This is an optimization exercise on Yosys and OpenROAD, whose aim is small area, a short achievable clock period and few clock cycles, not a production implementation. RTL that was checked went through simulation tests only; none was proved equivalent to the original. Power is estimated from default activity; no workload was simulated.

Design obd_rx, start of the top module:
module obd_rx (
    input  wire        clk,
    input  wire        rst,
    input  wire        start,
    input  wire [1:0]  proto,     
    input  wire [7:0]  pid,
    input  wire [7:0]  mode,
    input  wire [7:0]  cap,       
    input  wire [17:0] per,       
    output wire        idle,
    input  wire        e_valid,
    output wire        e_ready,
    input  wire [31:0] e_time,
    input  wire        e_end,     
    output reg         o_valid,
    output reg  [7:0]  o_data,
    output reg         done,
    output reg  [7:0]  status,
    output reg  [7:0]  count,     
    output reg  [6:0]  nbytes,    
    output reg         framing    
);
Size: about 2800 cells after synthesis, ~340 flip-flops, ~120 I/O pins, about 22000 sq um of cells after synthesis.
clock: 10.0 ns
lec_check: 0
abc_area: 1
cap_margin: 20
core_margin: 2
core_utilization: 70
cts_buf_list: sky130_fd_sc_hd__clkbuf_16
cts_cluster_diameter: 80
cts_cluster_size: 30
slew_margin: 20
standard.sh (not shown) runs the stock make flow with config.mk's settings and CLKGATE_MAP_FILE= SYNTH_SCRIPT=/design/flow/synth_recipe.tcl, a recipe that flattens the netlist after the stock synthesis.
==> flow/flow/run.sh <==
#!/bin/bash
# Standard layout, with timing repair aiming below the clock period and
# small port buffers (the repair upsizes those that need it).
export SETUP_SLACK_MARGIN=6.7
export BUFFER_PORTS_ARGS="-buffer_cell sky130_fd_sc_hd__buf_1"
bash standard.sh > standard.log 2>&1
The first run went through all stages and came out clean.
Testbench counts at the start, summed over its fixed seeds: cycles 18,436.
Edit:
==> flow/flow/run.sh (replaced) <==
#!/bin/bash
# Standard layout, with timing repair aiming below the clock period and
# small port buffers (the repair upsizes those that need it).
export SETUP_SLACK_MARGIN=6.5
export BUFFER_PORTS_ARGS="-buffer_cell sky130_fd_sc_hd__buf_2"
bash standard.sh > standard.log 2>&1
Settings changed: CORE_UTILIZATION 70 to 65.
Final cell count drops by 0.77%.
Setup slack improved by 0.31 ns.
Combinational power drops by 21%.
Global-route usage drops by 1.9 points.
Utilization drops by 10 points.

* * *

build 28:
Another version of the RTL of obd_rx (not shown whole).
Size: ~2700 cells after synthesis, ~120 I/O pins, roughly 23000 um2 of cells after synthesis.
==> flow/config.mk <==
export PLATFORM = sky130hd
export DESIGN_NAME = obd_rx
export DESIGN_NICKNAME = obd_rx
export VERILOG_FILES = /design/flow/design.v
export SDC_FILE = /design/flow/constraint.sdc
export NUM_CORES = 4
export LEC_CHECK = 0
export ABC_AREA = 1
export CAP_MARGIN = 20
export CORE_MARGIN = 2
export CORE_UTILIZATION = 60
export CTS_BUF_LIST = sky130_fd_sc_hd__clkbuf_8
export SLEW_MARGIN = 20
==> flow/constraint.sdc <==
create_clock -name core_clock -period 10.0 [get_ports {clk}]
set_input_delay 2.0000 -clock core_clock [delete_from_list [all_inputs] [get_ports {clk}]]
set_output_delay 2.0000 -clock core_clock [all_outputs]
set_load 0.01 [all_outputs]
==> flow/flow/run.sh <==
#!/bin/bash
# Standard layout, with timing repair aiming below the clock period and
# small port buffers (the repair upsizes those that need it).
export SETUP_SLACK_MARGIN=6.8
export BUFFER_PORTS_ARGS="-buffer_cell sky130_fd_sc_hd__buf_2"
bash standard.sh > standard.log 2>&1
Testbench counts of build 28, summed over its fixed seeds: cycles 18,436.
Changes in build 81 relative to build 28:
Settings: an added CTS_CLUSTER_SIZE of 30; a change of CTS_BUF_LIST from sky130_fd_sc_hd__clkbuf_8 to sky130_fd_sc_hd__clkbuf_16; an added CTS_CLUSTER_DIAMETER of 80; a change of CORE_UTILIZATION from 60 to 70.
==> flow/flow/run.sh <==
#!/bin/bash
# Standard layout, with timing repair aiming below the clock period and
# small port buffers (the repair upsizes those that need it).
export SETUP_SLACK_MARGIN=6.5
export BUFFER_PORTS_ARGS="-buffer_cell sky130_fd_sc_hd__buf_1"
bash standard.sh > standard.log 2>&1
- As of build 81, worst IR drop on VDD had risen by more than a quarter compared to build 28.
- Routed length on met3 in build 81 vs build 28: up 690 um
- Total met2 wirelength after detailed routing of build 81 falls short of that of build 28 slightly.
- From build 28 to build 81 the numbers moved as follows: post-route worst setup slack now sits lower; buffer count from post-CTS setup fixing now sits lower.
- Delta(wire length of the first global-routing pass, build 81 - build 28) < 0
- Going from build 28 to build 81, area occupied by multi-input gates went down by 7.6%; slew at the pin with the worst max-slew slack went down by 17 ps; area growth from synthesis to layout went down by 11 points; maximum single-stage delay on the critical path went up by 220 ps; die area went down by 5500 um2.
--- input diff build 81..build 89 ---
Settings: CTS_CLUSTER_DIAMETER: 80 -> unset; CTS_BUF_LIST: sky130_fd_sc_hd__clkbuf_16 -> sky130_fd_sc_hd__clkbuf_8; CTS_CLUSTER_SIZE: 30 -> unset; CORE_UTILIZATION: 70 -> 60.
==> flow/flow/run.sh <==
#!/bin/bash
# Standard layout, with timing repair aiming below the clock period and
# small port buffers (the repair upsizes those that need it).
export SETUP_SLACK_MARGIN=6.5
export BUFFER_PORTS_ARGS="-buffer_cell sky130_fd_sc_hd__buf_2"
bash standard.sh > standard.log 2>&1
Notes after the runs:
- Looking at final non-filler cell total, build 89 sits above build 81.
- Wire length of the first global-routing pass: build 89 vs build 81, no meaningful difference
- Compared with build 81, multi-input gate area in the final layout in build 89 decreased slightly.
- Build 81 finished end to end and its layout was clean on timing, DRC and antenna.
- Build 89 completed; timing, DRC and antenna clean
The inputs of build 41 differ from those of build 89 as listed below.
==> flow/flow/run.sh <==
#!/bin/bash
# Standard layout, with timing repair aiming below the clock period and
# small port buffers (the repair upsizes those that need it).
export SETUP_SLACK_MARGIN=6.3
export BUFFER_PORTS_ARGS="-buffer_cell sky130_fd_sc_hd__buf_2"
bash standard.sh > standard.log 2>&1
==> summary.txt <==
The sequential share of layout area of build 41 is higher than that of build 89. From build 89 to build 41 the numbers moved as follows: number of nets in the finished design decreased 12; non-clock buffer count now sits lower; final non-filler cell total did not really move; global-route wire length before repair shrank by 800 um; sum of routed wire segments on met1 fell 390 um.

* * *

obd_rx, a different RTL version from the one above (not shown whole).
Size in the first run: ~2700 cells after synthesis, ~350 flip-flops, roughly 120 I/O pins.
==> flow/config.mk <==
export PLATFORM = sky130hd
export DESIGN_NAME = obd_rx
export DESIGN_NICKNAME = obd_rx
export VERILOG_FILES = /design/flow/design.v
export SDC_FILE = /design/flow/constraint.sdc
export NUM_CORES = 4
export LEC_CHECK = 0
export ABC_AREA = 1
export CAP_MARGIN = 20
export CORE_MARGIN = 2
export CORE_UTILIZATION = 60
export CTS_BUF_LIST = sky130_fd_sc_hd__clkbuf_8
export SLEW_MARGIN = 20
export TNS_END_PERCENT = 5
==> flow/constraint.sdc <==
create_clock -name core_clock -period 10.0 [get_ports {clk}]
set_input_delay 2.0000 -clock core_clock [delete_from_list [all_inputs] [get_ports {clk}]]
set_output_delay 2.0000 -clock core_clock [all_outputs]
set_load 0.01 [all_outputs]
==> flow/flow/run.sh <==
#!/bin/bash
# Standard layout, with timing repair aiming below the clock period and
# small port buffers (the repair upsizes those that need it).
export SETUP_SLACK_MARGIN=6.5
export BUFFER_PORTS_ARGS="-buffer_cell sky130_fd_sc_hd__buf_2"
bash standard.sh > standard.log 2>&1
The starting point passed the timing, DRC and antenna checks.
Next try:
TNS_END_PERCENT = unset   (was 5)
The new run ran to the end with no violations; die area is unchanged; design area climbs by 0.61%; via count barely changes; maximum frequency rises by about 3.2%; non-clock buffer count rises by 9; count of clock-buffer cells in the layout increases by 1; total power is lower by 1.4%; synthesized cell count stays the same; global-route usage fell by 1.3 points.
Next try:
--- a/flow/flow/run.sh
+++ b/flow/flow/run.sh
@@ -5 +5 @@
-export BUFFER_PORTS_ARGS="-buffer_cell sky130_fd_sc_hd__buf_2"
+export BUFFER_PORTS_ARGS="-buffer_cell sky130_fd_sc_hd__buf_1"
CORE_UTILIZATION = 70   (was 60)
CTS_BUF_LIST = sky130_fd_sc_hd__clkbuf_4 sky130_fd_sc_hd__clkbuf_8   (was sky130_fd_sc_hd__clkbuf_8)
CTS_CLUSTER_SIZE = 30   (was unset)
Synthesized area does not change.
Routed wire length rose by 6.3%.
Critical path depth fell by 7.
Clock power is about the same.
Via count rose by 4.7%.
Non-clock buffer count fell by 4.
Cell area fell by 0.31%.
Next try:
--- a/flow/flow/run.sh
+++ b/flow/flow/run.sh
@@ -5 +5 @@
-export BUFFER_PORTS_ARGS="-buffer_cell sky130_fd_sc_hd__buf_1"
+export BUFFER_PORTS_ARGS="-buffer_cell sky130_fd_sc_hd__buf_2"
ABC_AREA = 0   (was 1)
CORE_UTILIZATION = 60   (was 70)
CTS_BUF_LIST = sky130_fd_sc_hd__clkbuf_8   (was sky130_fd_sc_hd__clkbuf_4 sky130_fd_sc_hd__clkbuf_8)
CTS_CLUSTER_SIZE = unset   (was 30)
Outcome: Routed wire length goes down by about 12%; via count goes down by about 12%; area after synthesis goes down by 1.7%.
Function was not checked in any run of this note: the RTL went through the layout flow alone.

* * *

obd_rx with an RTL version that a note above also has.
Size in the first run: about 2800 cells after synthesis, about 340 flip-flops, about 120 I/O pins, about 22000 sq um of cells after synthesis.
==> flow/config.mk <==
export PLATFORM = sky130hd
export DESIGN_NAME = obd_rx
export DESIGN_NICKNAME = obd_rx
export VERILOG_FILES = /design/flow/design.v
export SDC_FILE = /design/flow/constraint.sdc
export NUM_CORES = 4
export LEC_CHECK = 0
export ABC_AREA = 1
export CAP_MARGIN = 20
export CORE_MARGIN = 2
export CORE_UTILIZATION = 70
export CTS_BUF_LIST = sky130_fd_sc_hd__clkbuf_16
export CTS_CLUSTER_DIAMETER = 80
export CTS_CLUSTER_SIZE = 30
export SLEW_MARGIN = 20
==> flow/constraint.sdc <==
create_clock -name core_clock -period 10.0 [get_ports {clk}]
set_input_delay 2.0000 -clock core_clock [delete_from_list [all_inputs] [get_ports {clk}]]
set_output_delay 2.0000 -clock core_clock [all_outputs]
set_load 0.01 [all_outputs]
==> flow/flow/run.sh <==
#!/bin/bash
# Standard layout, with timing repair aiming below the clock period and
# small port buffers (the repair upsizes those that need it).
export SETUP_SLACK_MARGIN=6.5
export BUFFER_PORTS_ARGS="-buffer_cell sky130_fd_sc_hd__buf_1"
bash standard.sh > standard.log 2>&1
Testbench counts at the start, summed over its fixed seeds: cycles 18,436.
==> next run, changes <==
--- a/flow/flow/run.sh
+++ b/flow/flow/run.sh
@@ -5 +5 @@
-export BUFFER_PORTS_ARGS="-buffer_cell sky130_fd_sc_hd__buf_1"
+export BUFFER_PORTS_ARGS="-buffer_cell sky130_fd_sc_hd__buf_2"
Result:
- The changed run completed with no timing, DRC or antenna violations
- cell count barely changes
- fmax rises by 5.0%
- worst setup slack gains 0.17 ns
- worst hold slack got worse by 0.020 ns
- critical path depth stays the same
- routed wire length goes down by 5.1%
- area after synthesis is unchanged
- global-route usage fell by 1.1 points
- core utilization stays flat

## static timing again, ports no longer ideal
The results above use ideal ports. As a check the final layouts listed here were re-extracted and re-timed, cells and wires unchanged.
Step 1 (the two cells are an assumption about what drives the block):
set clk [get_ports {clk}]
set_driving_cell -lib_cell sky130_fd_sc_hd__clkbuf_16 $clk
set_driving_cell -lib_cell sky130_fd_sc_hd__buf_2 [delete_from_list [all_inputs] $clk]
Step 2 also shifts input and output timing later by t, the mid clock arrival at the registers, as if the neighbouring blocks saw the same clock.
Slacks: ideal / step 1 / step 2; pairs: ideal / step 1.
| run | t, ns | setup slack, ns | worst data-port slew with drivers (ns) |
|---|---|---|---|
| the first run of note 1 | 0.604 | 6.212 / 6.250 / 5.646 | 0.11 |
| the second run of note 1 | 0.583 | 6.519 / 6.542 / 5.960 | 0.05 |
| build 28 | 0.704 | 6.698 / 6.698 / 6.027 | 0.06 |
| build 81 | 0.601 | 6.443 / 6.480 / 5.878 | 0.05 |
| build 89 | 0.716 | 6.514 / 6.543 / 5.827 | 0.04 |
| build 41 | 0.715 | 6.369 / 6.403 / 5.688 | 0.05 |
| the first run of note 3 | 0.732 | 6.441 / 6.462 / 5.730 | 0.09 |
| the second run of note 3 | 0.727 | 6.551 / 6.544 / 5.817 | 0.06 |
| the third run of note 3 | 0.666 | 6.342 / 6.366 / 5.700 | 0.05 |
| the fourth run of note 3 | 0.700 | 5.941 / 5.946 / 5.245 | 0.06 |
| the first run of note 4 | 0.576 | 6.346 / 6.356 / 5.780 | 0.05 |
| the second run of note 4 | 0.587 | 6.520 / 6.542 / 5.955 | 0.05 |
After both steps every run listed still meets setup and hold. For the second run of note 3, which loses most, drivers alone change the setup slack by -0.007 ns; drivers and shift together by -0.734 ns.
